Source: an optimization exercise on an open RTL-to-GDS flow (aim: small area, a short achievable clock period and few clock cycles). Production flows keep margins and buffers that such runs may drop. Only simulation tests tie the RTL to the original design; equivalence was not proved. Power and IR drop assume default switching activity.

==> flow/design.v, too long to show whole: its modules and the start of the top module <==
// module fcs_stats: 469 lines
// module fcs_sums: 270 lines
// module fcs_tst: 210 lines
module fcs_stats (
    input             clk,
    input             rst,
    input             req_valid,
    output            req_ready,
    input      [63:0] req_word,
    input             push_valid,
    input      [15:0] push_count,
    output reg        resp_valid,
    output     [31:0] resp_res,
    output     [55:0] resp_str,
    output     [2:0]  resp_len,
    output     [2:0]  resp_fault
);
  // ...
==> flow/run.sh <==
#!/bin/bash
# synth_recipe.tcl (not shown) runs the flow's synth.tcl, then flattens the netlist and writes it again
# the make line also repeats each setting of config.mk as NAME=value (left out here)
make -C /OpenROAD-flow-scripts/flow DESIGN_CONFIG=/design/flow/config.mk WORK_HOME=/design/flow/orfs CLKGATE_MAP_FILE= SYNTH_SCRIPT=/design/flow/synth_recipe.tcl finish
==> flow/config.mk <==
export PLATFORM = sky130hd
export DESIGN_NAME = fcs_stats
export DESIGN_NICKNAME = fcs_stats
export VERILOG_FILES = /design/flow/design.v
export SDC_FILE = /design/flow/constraint.sdc
export NUM_CORES = 4
export LEC_CHECK = 0
export ABC_AREA = 1
export CAP_MARGIN = 20
export CORE_MARGIN = 2
export CORE_UTILIZATION = 55
export PLACE_DENSITY = 0.7
export SETUP_SLACK_MARGIN = 1.5
export SLEW_MARGIN = 20
==> flow/constraint.sdc <==
create_clock -name core_clock -period 9.0 [get_ports {clk}]
set_input_delay 1.8000 -clock core_clock [delete_from_list [all_inputs] [get_ports {clk}]]
set_output_delay 1.8000 -clock core_clock [all_outputs]
set_load 0.01 [all_outputs]
==> results.sh, run 1 <==
export IMPL_status="timing/DRC/antenna clean"
export IMPL_synth_common_cells="nand2_1, inv_1, nor2_1"
export IMPL_cp_num_buf_inv=8
export IMPL_buffer_area_frac=0.05424
export IMPL_final_nets=6253
export IMPL_fin_skew_ps=52.83
export IMPL_worst_pin_slew_ps=1089
export IMPL_buffers_excl_clock=259
export IMPL_start_util=0.5580
export IMPL_p_clk_mw=1.92
export IMPL_cts_resized_gates=40
export IMPL_cts_root_buf="clkbuf_16"
export IMPL_clk_latency_ps=640
export IMPL_use_met3=0.06025
export IMPL_dp_hpwl_um=105700
export IMPL_seq_area_frac=0.2150
export IMPL_wirelength_um=134800
export IMPL_met1_usage=0.4910
export IMPL_setup_ws_ps=1601
export IMPL_cts_buffer_depth=3
export IMPL_synth_mux_area_frac=0.003246
export IMPL_wl_per_cell_um=20.25
export IMPL_multi_input_gates=4119
export IMPL_critPathKind="flop to flop"
export IMPL_switchingPower_mw=7.533
export IMPL_cp_endpoint="x[26]$_DFFE_PN_"
export IMPL_critPathSlowestCell="fa_1"
export IMPL_seq_power_mw=1.85
export IMPL_netlist_instances=5528
export IMPL_via_per_inst=5.889
export IMPL_grt_pass1_vias=35890
export IMPL_finalHoldViolations=0
export IMPL_dr_max_layer_used="met5"
export IMPL_ys_flop_type="edfxtp_1"
export IMPL_ys_seq_area_frac=0.2417
export IMPL_grt_start_max_net_pins=89
export IMPL_r2r_start="st_sel[0]$_DFFE_PP_"
export IMPL_vias=39220
export IMPL_wl_met2_um=58950
export IMPL_drv_cap=0
Testbench counts, summed over its fixed seeds: cycles 21,887.
==> module fcs_stats, before the edit <==
module fcs_stats (
    input             clk,
    input             rst,
    input             req_valid,
    output            req_ready,
    input      [63:0] req_word,
    input             push_valid,
    input      [15:0] push_count,
    output reg        resp_valid,
    output     [31:0] resp_res,
    output     [55:0] resp_str,
    output     [2:0]  resp_len,
    output     [2:0]  resp_fault
);
    localparam CAP = 8, SHORT = 4, W_HIGH = 4, T_UP = 100, T_DOWN = 80;
    localparam OP_RB_COPY      = 5'h0B;
    localparam OP_RB_SELECT    = 5'h0C;
    localparam OP_RB_STATS     = 5'h0D;
    localparam OP_RB_EXCURSION = 5'h0E;
    localparam OP_RB_DRIFT     = 5'h0F;
    localparam OP_RB_SHRINK    = 5'h10;
    localparam OP_SNAP_READ    = 5'h11;
    localparam OP_ISQRT        = 5'h12;
    localparam OP_FMT          = 5'h13;
    localparam F_NONE       = 3'd0;
    localparam F_ILLEGAL_OP = 3'd1;
    localparam F_BAD_WINDOW = 3'd5;
    localparam F_STATS_UNAV = 3'd6;
    localparam F_FMT_RANGE  = 3'd7;
    localparam SQ_RA = 5;
    localparam SQ_K  = 3;
    localparam SQ_N  = 3;
    localparam SQ_F  = 16 - SQ_RA - SQ_K * SQ_N;
    reg [15:0] rb [0:CAP-1];
    reg [2:0]  cursor;
    reg [3:0]  valid;
    wire [2:0] cursor_p = push_valid ? cursor + 3'd1 : cursor;
    wire [3:0] valid_p  = (push_valid && !valid[3]) ? valid + 4'd1 : valid;
    always @(posedge clk) begin
        if (push_valid)
            rb[cursor_p] <= push_count;
    end
    reg [2:0]  c_cursor;
    reg [3:0]  c_valid;
    reg        range_hi;
    reg        s_avail;
    reg [3:0]  s_window;
    reg [18:0] s_total;
    reg [17:0] s_newer;
    reg [17:0] s_short;
    reg [15:0] s_rlong;
    reg        busy;           
    reg        st1;            
    reg        st2;            
    reg        dv_run;         
    reg [2:0]  dv_cnt;
    reg        sq_run;
    reg [1:0]  sq_cnt;
    reg [2:0]  fault_r;
    reg [3:0]  small_r;
    reg        t_snap, t_exc, t_drift, t_sqrt, t_fmt;
    reg [3:0]  snap_sel;
    reg [2:0]  f_p, f_d;
    reg [31:0] x;              
    reg [16:0] sq_rem;
    reg [15:0] sq_root;
    assign req_ready = !busy;
    wire accept = req_valid && !busy;
    wire [4:0]  op  = req_word[63:59];
    wire [10:0] rsv = req_word[58:48];
    wire [7:0]  opc = req_word[47:40];
    wire [7:0]  opb = req_word[39:32];
    wire [31:0] opa = req_word[31:0];
    reg legal;
    always @(*) begin
        case (op)
            OP_RB_COPY, OP_RB_EXCURSION, OP_RB_DRIFT, OP_RB_SHRINK:
                legal = (rsv == 0) && (opc == 0) && (opb == 0) && (opa == 0);
            OP_RB_SELECT, OP_RB_STATS, OP_ISQRT:
                legal = (rsv == 0) && (opc == 0) && (opb == 0);
            OP_SNAP_READ:
                legal = (rsv == 0) && (opc == 0) && (opa == 0) && (opb <= 8'd12);
            OP_FMT:
                legal = (rsv == 0);
            default:
                legal = 1'b0;
        endcase
    end
    reg next_hi;
    always @(*) begin
        next_hi = range_hi;
        if (!range_hi && opa > T_UP)
            next_hi = 1'b1;
        else if (range_hi && opa < T_DOWN)
            next_hi = 1'b0;
    end
    wire [3:0] sel_base   = next_hi ? W_HIGH : CAP;
    wire [3:0] sel_window = (sel_base < c_valid) ? sel_base : c_valid;
    wire       opa_small = (opa[31:4] == 28'd0);
    wire       win_bad   = !opa_small || (opa[3:0] < SHORT) || (opa[3:0] > c_valid);
    wire       win_fast  = (opa[3:0] == 4'd4) || (opa[3:0] == 4'd8);
    reg fmt_vok;
    always @(*) begin
        case (opc[2:0])
            3'd1:    fmt_vok = opa < 32'd10;
            3'd2:    fmt_vok = opa < 32'd100;
            3'd3:    fmt_vok = opa < 32'd1000;
            3'd4:    fmt_vok = opa < 32'd10000;
            3'd5:    fmt_vok = opa < 32'd100000;
            default: fmt_vok = opa < 32'd1000000;
        endcase
    end
    wire fmt_ok = (opc >= 8'd1) && (opc <= 8'd6) && (opb <= 8'd6) &&
                  (opb < opc) && fmt_vok;
    function [32:0] sq_row;    
        input [16:0] rem;
        input [15:0] root;
        input [1:0]  bits;
        reg   [18:0] rs;
        reg   [17:0] tr;
        reg   [19:0] df;
        begin
            rs = {rem, bits};
            tr = {root, 2'b01};
            df = {1'b0, rs} - {2'b0, tr};
            if (!df[19])
                sq_row = {df[16:0], root[14:0], 1'b1};
            else
                sq_row = {rs[16:0], root[14:0], 1'b0};
        end
    endfunction
    reg [16:0] ra_rem;  reg [15:0] ra_root;
    reg [16:0] it_rem;  reg [15:0] it_root;
    reg [16:0] fi_rem;  reg [15:0] fi_root;
    integer r;
    always @(*) begin
        ra_rem = 17'd0; ra_root = 16'd0;
        for (r = 0; r < SQ_RA; r = r + 1)
            {ra_rem, ra_root} = sq_row(ra_rem, ra_root, opa[31 - 2*r -: 2]);
        it_rem = sq_rem; it_root = sq_root;
        for (r = 0; r < SQ_K; r = r + 1)
            {it_rem, it_root} = sq_row(it_rem, it_root, x[31 - 2*r -: 2]);
        fi_rem = sq_rem; fi_root = sq_root;
        for (r = 0; r < SQ_F; r = r + 1)
            {fi_rem, fi_root} = sq_row(fi_rem, fi_root, x[31 - 2*r -: 2]);
    end
    reg  [3:0] st_sel, st_mn, st_mf;
    reg  [3:0] a_sel, a_mn, a_mf;
    reg  [2:0] age;
    integer j;
    always @(*) begin
        for (j = 0; j < 4; j = j + 1) begin
            age      = c_cursor - j[2:0];
            a_sel[j] = age[2];
            a_mn[j]  = {1'b0, age[1:0]} < opa[3:1];
            a_mf[j]  = {2'b0, age[1:0]} + 4'd4 < opa[3:0];
        end
    end
    reg [15:0] nv [0:3];
    reg [15:0] nm [0:3];
    reg [15:0] fm [0:3];
    always @(*) begin
        for (j = 0; j < 4; j = j + 1) begin
            nv[j] = st_sel[j] ? rb[j + 4] : rb[j];
            nm[j] = nv[j] & {16{st_mn[j]}};
            fm[j] = (st_sel[j] ? rb[j] : rb[j + 4]) & {16{st_mf[j]}};
        end
    end
    wire [17:0] sum_short, sum_newer;
    wire [18:0] sum_total;
    fcs_sums u_sums (.n0(nv[0]), .n1(nv[1]), .n2(nv[2]), .n3(nv[3]),
                     .f0(fm[0]), .f1(fm[1]), .f2(fm[2]), .f3(fm[3]),
                     .m0(nm[0]), .m1(nm[1]), .m2(nm[2]), .m3(nm[3]),
                     .short(sum_short), .total(sum_total), .newer(sum_newer));
    function [3:0] div_st;    
        input [2:0] rm;
        input       b;
        input [2:0] w;
        reg   [3:0] t;
        begin
            t = {rm, b};
            if (t >= {1'b0, w})
                div_st = {1'b1, t[2:0] - w};
            else
                div_st = {1'b0, t[2:0]};
        end
    endfunction
    reg [2:0] dv_rm;
    reg [3:0] dv_q;
    integer   d;
    always @(*) begin
        dv_rm = sq_rem[2:0];
        for (d = 0; d < 4; d = d + 1)
            {dv_q[3 - d], dv_rm} = div_st(dv_rm, x[31 - d], s_window[2:0]);
    end
    wire [18:0] s_older  = s_total - {1'b0, s_newer};
    wire [15:0] s_rshort = s_short[17:2];
    wire        s_tolv   = (s_total != 19'd0);
    reg  [6:0]  s_tol;
    always @(*) begin
        if      (s_total == 19'd0)  s_tol = 7'd0;
        else if (s_total < 19'd4)    s_tol = 7'd100;
        else if (s_total < 19'd9)    s_tol = 7'd50;
        else if (s_total < 19'd16)   s_tol = 7'd33;
        else if (s_total < 19'd25)   s_tol = 7'd25;
        else if (s_total < 19'd36)   s_tol = 7'd20;
        else if (s_total < 19'd49)   s_tol = 7'd16;
        else if (s_total < 19'd64)   s_tol = 7'd14;
        else if (s_total < 19'd81)   s_tol = 7'd12;
        else if (s_total < 19'd100)  s_tol = 7'd11;
        else if (s_total < 19'd121)  s_tol = 7'd10;
        else if (s_total < 19'd144)  s_tol = 7'd9;
        else if (s_total < 19'd169)  s_tol = 7'd8;
        else if (s_total < 19'd225)  s_tol = 7'd7;
        else if (s_total < 19'd289)  s_tol = 7'd6;
        else if (s_total < 19'd441)  s_tol = 7'd5;
        else if (s_total < 19'd676)  s_tol = 7'd4;
        else if (s_total < 19'd1156) s_tol = 7'd3;
        else if (s_total < 19'd2601) s_tol = 7'd2;
        else if (s_total < 19'd10201) s_tol = 7'd1;
        else                          s_tol = 7'd0;
    end
    wire [18:0] eA = {3'd0, s_rlong};
    wire [18:0] eB = {3'd0, s_rshort};
    wire [18:0] dA = {s_newer, 1'b0};
    wire [18:0] dB = s_total;
    wire [19:0] eD = {1'b0, eA} - {1'b0, eB};
    wire [19:0] dD = {1'b0, dA} - {1'b0, dB};
    wire [18:0] eX = eD[18:0] ^ {19{eD[19]}};
    wire [18:0] dX = dD[18:0] ^ {19{dD[19]}};
    wire [12:0] eQ = {(eX[18:11] != 8'd0) || (eD[19] && (eX[10:0] == 11'h7FF)), eD[19], eX[10:0]};
    wire [12:0] dQ = {(dX[18:11] != 8'd0) || (dD[19] && (dX[10:0] == 11'h7FF)), dD[19], dX[10:0]};
    reg  [12:0] s_de, s_dd;
    wire [12:0] tQ  = t_exc ? s_de : s_dd;
    wire        tBig = tQ[12];
    wire [13:0] thr = s_rlong[15:2];
    wire [23:0] tR1 = t_exc ? ~{6'd0, thr, 4'd0} : ~{2'd0, s_total, 3'd0};
    wire [23:0] tR2 = t_exc ? ~{8'd0, thr, 2'd0} : {5'd0, s_total};
    wire        tNeg;
    fcs_tst u_tst (.e(tQ[10:0]), .s(tQ[11]), .r1(tR1), .r2(tR2), .c0(t_exc), .neg(tNeg));
    wire        t_fire = tBig || !tNeg;
    reg [31:0] snap_val;
    always @(*) begin
        case (snap_sel)
            4'd0:    snap_val = {31'd0, s_avail};
            4'd1:    snap_val = {28'd0, s_window};
            4'd2:    snap_val = {13'd0, s_total};
            4'd3:    snap_val = {14'd0, s_newer};
            4'd4:    snap_val = {13'd0, s_older};
            4'd5:    snap_val = {14'd0, s_short};
            4'd6:    snap_val = {16'd0, s_rlong};
            4'd7:    snap_val = {16'd0, s_rshort};
            4'd8:    snap_val = {25'd0, s_tol};
            4'd9:    snap_val = {31'd0, s_tolv};
            4'd10:   snap_val = {31'd0, range_hi};
            4'd11:   snap_val = {29'd0, c_cursor};
            default: snap_val = {28'd0, c_valid};
        endcase
    end
    function [3:0] add3;
        input [3:0] dg;
        case (dg)
            4'd5:    add3 = 4'd8;
            4'd6:    add3 = 4'd9;
            4'd7:    add3 = 4'd10;
            4'd8:    add3 = 4'd11;
            4'd9:    add3 = 4'd12;
            default: add3 = dg;
        endcase
    endfunction
    function [23:0] bin2bcd;
        input [19:0] v;
        reg   [23:0] b;
        integer i, k;
        begin
            b = 24'd0;
            for (i = 19; i >= 0; i = i - 1) begin
                for (k = 0; k < 6; k = k + 1)
                    b[4*k +: 4] = add3(b[4*k +: 4]);
                b = {b[22:0], v[i]};
            end
            bin2bcd = b;
        end
    endfunction
    wire [23:0] bcd = x[23:0];
    reg  [5:0]  blank;       
    reg  [55:0] fmt_str;
    wire [2:0]  fmt_len = (f_p != 3'd0) ? f_d + 3'd1 : f_d;
    reg         zabove;
    reg  [2:0]  jsel;
    reg         after, isdot, inr;
    reg  [3:0]  nib;
    reg         bl;
    integer     jj, k;
    always @(*) begin
        zabove = 1'b1;
        for (jj = 5; jj >= 0; jj = jj - 1) begin
            zabove    = zabove && (bcd[4*jj +: 4] == 4'd0);
            blank[jj] = zabove && (jj > f_p);
        end
        for (k = 0; k < 7; k = k + 1) begin
            after = (f_p != 3'd0) && ({1'b0, f_p} + k > {1'b0, f_d});
            isdot = (f_p != 3'd0) && ({1'b0, f_p} + k == {1'b0, f_d});
            inr   = (k < fmt_len);
            jsel  = f_d - 3'd1 - k[2:0] + {2'b0, after};
            nib   = bcd[4*jsel +: 4];
            bl    = blank[jsel];
            fmt_str[55 - 8*k -: 8] = !inr ? 8'h00 : isdot ? 8'h2E : bl ? 8'h20 : {4'h3, nib};
        end
    end
    assign resp_fault = fault_r;
    assign resp_res   = t_snap  ? snap_val :
                        (t_exc || t_drift) ? {31'd0, t_fire} :
                        t_sqrt  ? {16'd0, fi_root} :
                        {28'd0, small_r};
    assign resp_str   = t_fmt ? fmt_str : 56'd0;
    assign resp_len   = t_fmt ? fmt_len : 3'd0;
    always @(posedge clk) begin
        if (rst) begin
            resp_valid <= 1'b0;
            busy       <= 1'b0;
            st1        <= 1'b0;
            st2        <= 1'b0;
            dv_run     <= 1'b0;
            sq_run     <= 1'b0;
            cursor     <= 3'd7;
            valid      <= 4'd0;
            c_cursor   <= 3'd7;
            c_valid    <= 4'd0;
            range_hi   <= 1'b0;
            s_avail    <= 1'b0;
            s_window   <= 4'd0;
            s_total    <= 19'd0;
            s_newer    <= 18'd0;
            s_short    <= 18'd0;
            s_rlong    <= 16'd0;
        end else begin
            resp_valid <= 1'b0;
            cursor <= cursor_p;
            valid  <= valid_p;
            st1 <= 1'b0;
            st2 <= 1'b0;
            if (st2) begin
                s_de <= eQ;
                s_dd <= dQ;
            end
            if (st1) begin
                s_short <= sum_short;
                s_newer <= sum_newer;
                s_total <= sum_total;
                if (s_window[3] || s_window[2:0] == 3'd4) begin
                    s_rlong    <= s_window[3] ? sum_total[18:3] : sum_total[17:2];
                    st2        <= 1'b1;
                    busy       <= 1'b0;
                    resp_valid <= 1'b1;
                end else begin
                    x      <= {1'b0, sum_total, 12'd0};
                    sq_rem <= 17'd0;
                    dv_cnt <= 3'd0;
                    dv_run <= 1'b1;
                end
            end
            if (dv_run) begin
                s_rlong <= {s_rlong[11:0], dv_q};
                sq_rem  <= {14'd0, dv_rm};
                x       <= {x[27:0], 4'd0};
                dv_cnt  <= dv_cnt + 3'd1;
                if (dv_cnt == 3'd4) begin
                    dv_run     <= 1'b0;
                    st2        <= 1'b1;
                    busy       <= 1'b0;
                    resp_valid <= 1'b1;
                end
            end
            if (sq_run) begin
                sq_rem  <= it_rem;
                sq_root <= it_root;
                x       <= {x[31 - 2*SQ_K:0], {(2*SQ_K){1'b0}}};
                sq_cnt  <= sq_cnt + 2'd1;
                if (sq_cnt == SQ_N - 1) begin
                    sq_run     <= 1'b0;
                    busy       <= 1'b0;
                    resp_valid <= 1'b1;
                end
            end
            if (accept) begin
                fault_r <= F_NONE;
                small_r <= 4'd0;
                t_snap  <= 1'b0;
                t_exc   <= 1'b0;
                t_drift <= 1'b0;
                t_sqrt  <= 1'b0;
                t_fmt   <= 1'b0;
                resp_valid <= 1'b1;
                if (!legal) begin
                    fault_r <= F_ILLEGAL_OP;
                end else begin
                    case (op)
                    OP_RB_COPY: begin
                        c_cursor <= cursor_p;
                        c_valid  <= valid_p;
                    end
                    OP_RB_SELECT: begin
                        range_hi <= next_hi;
                        small_r  <= sel_window;
                    end
                    OP_RB_STATS: begin
                        if (c_valid < SHORT) begin
                            s_avail  <= 1'b0;
                            s_window <= 4'd0;
                            s_total  <= 19'd0;
                            s_newer  <= 18'd0;
                            s_short  <= 18'd0;
                            s_rlong  <= 16'd0;
                        end else if (win_bad) begin
                            fault_r <= F_BAD_WINDOW;
                        end else begin
                            s_avail  <= 1'b1;
                            s_window <= opa[3:0];
                            small_r  <= 4'd1;
                            st1        <= 1'b1;
                            st_sel     <= a_sel;
                            st_mn      <= a_mn;
                            st_mf      <= a_mf;
                            busy       <= 1'b1;
                            resp_valid <= 1'b0;
                        end
                    end
                    OP_RB_EXCURSION: begin
                        if (!s_avail) fault_r <= F_STATS_UNAV;
                        else          t_exc   <= 1'b1;
                    end
                    OP_RB_DRIFT: begin
                        if (!s_avail) fault_r <= F_STATS_UNAV;
                        else          t_drift <= 1'b1;
                    end
                    OP_RB_SHRINK: begin
                        valid <= (valid_p > SHORT) ? SHORT : valid_p;
                    end
                    OP_SNAP_READ: begin
                        t_snap   <= 1'b1;
                        snap_sel <= opb[3:0];
                    end
                    OP_ISQRT: begin
                        t_sqrt     <= 1'b1;
                        sq_rem     <= ra_rem;
                        sq_root    <= ra_root;
                        x          <= {opa[31 - 2*SQ_RA:0], {(2*SQ_RA){1'b0}}};
                        sq_cnt     <= 2'd0;
                        sq_run     <= 1'b1;
                        busy       <= 1'b1;
                        resp_valid <= 1'b0;
                    end
                    default: begin   
                        if (!fmt_ok) begin
                            fault_r <= F_FMT_RANGE;
                        end else begin
                            t_fmt <= 1'b1;
                            x     <= {8'd0, bin2bcd(opa[19:0])};
                            f_p   <= opb[2:0];
                            f_d   <= opc[2:0];
                        end
                    end
                    endcase
                end
            end
        end
    end
endmodule
==> run 2, diff against run 1 <==
--- a/flow/design.v
+++ b/flow/design.v
@@ -27,9 +27,9 @@
     localparam F_BAD_WINDOW = 3'd5;
     localparam F_STATS_UNAV = 3'd6;
     localparam F_FMT_RANGE  = 3'd7;
-    localparam SQ_RA = 5;
-    localparam SQ_K  = 3;
-    localparam SQ_N  = 3;
+    localparam SQ_RA = 6;
+    localparam SQ_K  = 4;
+    localparam SQ_N  = 2;
     localparam SQ_F  = 16 - SQ_RA - SQ_K * SQ_N;
     reg [15:0] rb [0:CAP-1];
     reg [2:0]  cursor;
--- a/flow/config.mk
+++ b/flow/config.mk
@@ -8,7 +8,6 @@
 export ABC_AREA = 1
 export CAP_MARGIN = 20
 export CORE_MARGIN = 2
-export CORE_UTILIZATION = 55
-export PLACE_DENSITY = 0.7
-export SETUP_SLACK_MARGIN = 1.5
+export CORE_UTILIZATION = 40
+export PLACE_DENSITY = 0.6
 export SLEW_MARGIN = 20
==> run 2 against run 1 <==
- combinational power about the same
- largest cell class unchanged
- hold slack got worse by 12 ps
- maximum frequency decreased by 14%
- clock-buffer cell count increased by 3
- still clean
- area after synthesis increased by 2.9%
==> results.sh, run 2 <==
export IMPL_fin_crit_sh=0.9607
export IMPL_final_cell_mix="nand2_1, inv_1, nor2_1, a21oi_1, o21ai_0"
export IMPL_critPathKind="flop to output port"
export IMPL_ys_types=78
export IMPL_grt_pass1_wl_um=225900
export IMPL_peakVddDrop_uv=573.1
export IMPL_synthAdderAreaFrac=0.1941
export IMPL_mappedNetlistArea_mm2=0.04126
export IMPL_num_rows=117
export IMPL_antenna_found_initial=7
export IMPL_cts_tree="done"
export IMPL_cts_htree_levels=2
export IMPL_synth_common_cells="nand2_1, inv_1, nor2_1"
export IMPL_synthSimpleGateAreaFrac=0.2257
export IMPL_power_density_mw_per_mm2=299.1
export IMPL_synthXorXnorAreaFrac=0.03758
export IMPL_gp_congestion=1.005
export IMPL_ant_nets=0
export IMPL_cts_root_buf="clkbuf_16"
export IMPL_reg2reg_slack_ps=660
export IMPL_max_slew_margin=0.2492
export IMPL_avgSynthCellArea_um2=7.112
export IMPL_drive_above_1_share=0.06483
export IMPL_finalHoldViolations=0
export IMPL_cts_buffer_depth=3
export IMPL_core_mm2=0.1020
export IMPL_critPathSlowestCell="clkdlybuf4s50_1"
export IMPL_ys_seq_area_frac=0.2349
export IMPL_via_per_inst=5.561
export IMPL_critPathMaxStageDelay_ps=600
export IMPL_pre_cts_ws_ps=41.25
export IMPL_clk_latency_ps=640
export IMPL_vias=40980
export IMPL_synth_most_common_cell="nand2_1"
export IMPL_drt_pre_antenna_iters=9
export IMPL_fin_crit_ps=8647
export IMPL_drcViolationCount=0
export IMPL_slew_violations=0
export IMPL_wl_per_cell_um=19.99
export IMPL_max_freq_mhz=115.7
export IMPL_r2r_end="sq_rem[14]$_DFFE_PN_"
export IMPL_synth_edf_count=258
export IMPL_leakage_nw=21.36
export IMPL_cts_buffers=45
export IMPL_synth_top_family_by_area="simple AND/OR/NAND/NOR gates"
export IMPL_critPathCaptureType="output port"
export IMPL_largest_reg_flops=128
export IMPL_fin_skew_ps=39.43
export IMPL_hold_end="s_short[0]$_SDFF_PP0_"
export IMPL_hp_class="flop to flop"
export IMPL_ys_flop_type="edfxtp_1"
export IMPL_grt_pass1_vias=38500
export IMPL_die_area_mm2=0.1057
export IMPL_status="timing/DRC/antenna clean"
export IMPL_wirelength_um=147300
export IMPL_path_cells="clkinvlp_4 > or2_2 > o21ai_0 > buf_4 > nor2_1 > fa_1 > fa_1 > inv_1 > fa_1 > inv_1 > fa_1 > ha_1 > a21oi_1 > nor2_1 > a211oi_1 > o221a_2 > a21oi_1 > o21ai_0 > o21ai_0 > nand2_1 > o21ai_0 > clkdlybuf4s50_1"
export IMPL_ys_warnings_count=7
export IMPL_dp_hpwl_um=116200
export IMPL_ys_ff_latch=355
export IMPL_die_h_um=325.2
export IMPL_cp_arrival_ps=6850
export IMPL_cts_hold_buffers=0
export IMPL_dp_cells=7280
export IMPL_place_area_mm2=0.04469
export IMPL_crit_required_ps=7200
export IMPL_hold_start="s_short[0]$_SDFF_PP0_"
export IMPL_die_x_um=325.2
export IMPL_fin_setup_tns_ps=0
export IMPL_setup_ws_ps=353.4
export IMPL_final_util=0.4546
export IMPL_async_reset_ff_frac=0
export IMPL_synth_largest_area_cell="edfxtp_1"
export IMPL_clk_pin_slew_ps=60
export IMPL_top_register="rb"
export IMPL_final_area_mm2=0.04639
export IMPL_drv_cap=0
export IMPL_grt_overflow=0
export IMPL_synth_mux_area_frac=0.003397
export IMPL_critPathLaunchType="flop"
export IMPL_cts_sinks=355
export IMPL_worst_hold_path_num_cells=2
export IMPL_grt_start_max_net_pins=89
export IMPL_final_nets=6567
export IMPL_cp_max_fo=23
export IMPL_synthTopCellsByArea="edfxtp_1, nand2_1, fa_1"
export IMPL_synth_compound_area_frac=0.1992
export IMPL_syn_to_final_growth_pct=12.44
export IMPL_cp_num_buf_inv=5
export IMPL_setup_viol=0
export IMPL_yosysTopAreaCellShare=0.1878
export IMPL_r2r_start="sq_rem[6]$_DFFE_PN_"
export IMPL_io_pins=180
export IMPL_stdcell_count=7369
export IMPL_reg_top3="rb (128), x (32), s_total (19)"
export IMPL_final_common_cell="nand2_1"
export IMPL_start_util=0.4043
export IMPL_drt_initial_drc_count=3998
export IMPL_crit_family="adder cells"
export IMPL_grt_usage=0.2716
export IMPL_netlist_instances=5801
export IMPL_r2r_cells=47
export IMPL_worst_pin_slew_ps=1122
export IMPL_port_buffer_count=152
## run 2: cell types whose count changed in the layout (fill, tap and decap cells not counted), moves of 29 or more
| cell | change |
|---|---|
| nand2_1 | +160 |
| nand3_1 | +80 |
| inv_1 | +53 |
| a21oi_1 | +38 |
| o21ai_0 | +35 |
| nor2_1 | -32 |
| buf_4 | +31 |
| ha_1 | +31 |
| nand2_2 | -29 |
## run 2: where the power goes
group	total [mW]	leakage (nW)	switching, mW	internal (mW)
combinational	10.0	17.4	6.84	3.19
clock	2.01	0.774	0.805	1.20
sequential	1.84	3.20	0.0389	1.80
total	13.9	21.4	7.68	6.19
## run 2: worst register-to-register path, delay by kind of cell (launching register included)
| family | cells | cell delay, ps |
|---|---|---|
| AO/OA/AOI/OAI | 13 | 2180 |
| XOR/XNOR | 2 | 390 |
| adder cells (fa/ha/maj) | 4 | 1410 |
| buffers and inverters | 8 | 1090 |
| flip-flops | 1 | 460 |
| AND/OR/NAND/NOR | 20 | 2530 |
## run 2: worst max-delay path by stage
stage                        start                    to  slack, ps  cells past startpoint
6_report       t_exc$_SDFFCE_PN0P_           resp_res[0]        350                     22
5_1_grt        sq_rem[1]$_DFFE_PN_  sq_rem[14]$_DFFE_PN_         -7                     51
4_1_cts        t_exc$_SDFFCE_PN0P_           resp_res[0]         20                     19
3_5_place_dp          req_word[28]  sq_rem[14]$_DFFE_PN_         40                     46
3_3_place_gp          req_word[28]  sq_rem[16]$_DFFE_PN_        160                     45
2_1_floorplan         req_word[28]  sq_rem[14]$_DFFE_PN_        810                     45
## run 2: timing repair
| action | 4_1_cts | 5_1_grt |
|---|---|---|
| setup buffers | 0 | 3 |
| resized for setup | 0 | 30 |
| setup endpoints to repair | 0 | 19 |
## run 2: kinds of logic after synthesis
kind of cell,Yosys count
muxes,14
AOI/OAI and AO/OA,1403
and+or+nand+nor,2209
DFF,355
buffers and inverters,1121
xor gates and xnor gates,177
adders and majority gates,520
other,2
## run 2: per-stage QoR
stage	hold slack [ps]	total power, mW
finish	464.6	13.87
global route	485.0	15.16
CTS	465.3	13.68
detailed placement	456.8	11.64
global placement	451.8	11.50
floorplan	406.4	9.289
## run 2: final cells by class
cell class                 instances  area [µm²]
antenna                            1       2.502
clock buffer                      58        1226
clock inverter                    26       367.9
fill                           10430       55650
inverter                         934        3515
multi-input combinational       4351       27400
sequential                       355        9692
tap                             1368        1712
timing repair buffer             275        2461
timing repair inverter             1       7.507
## run 2: layer usage
layer,track usage,part of all wire,vias to the layer above
li1,-,-,19690
met1,0.3803,0.44,19270
met2,0.4279,0.44,1746
met3,0.03762,0.084,266
met4,0.09430,0.037,6
met5,0,0.00028,-
Testbench counts of run 2, summed over its fixed seeds: cycles 20,287.

re-timing with driven ports:
How much do the figures lean on ideal ports? The routed layouts below were timed once more, with nothing changed but the port constraints. Step 1: set_driving_cell puts a clkbuf_16 on clk and a buf_2 on each other input, an assumption about the parent block. Step 2 moves the port delays by t, midway between the first and last clock arrival at a register: inputs arrive t later, outputs are due t later. That takes back most of the time a late clock gives input paths. Slacks: ideal / step 1 / step 2; pairs: ideal / step 1.
| run | t (ns) | setup WS [ns] | latest minus earliest clock arrival (ns) | worst register clock-pin slew, ns | pins driven straight from the clock port |
|---|---|---|---|---|---|
| run 1 | 0.674 | 1.601 / 1.601 / 1.086 | 0.063 / 0.063 | 0.07 / 0.07 | 1 |
| run 2 | 0.689 | 0.353 / 0.289 / 0.256 | 0.040 / 0.039 | 0.08 / 0.08 | 1 |
After both steps setup and hold are still met in every run listed. The setup slack of run 1, which loses most, moves by 0.000 ns with the drivers and by -0.515 ns with both steps.
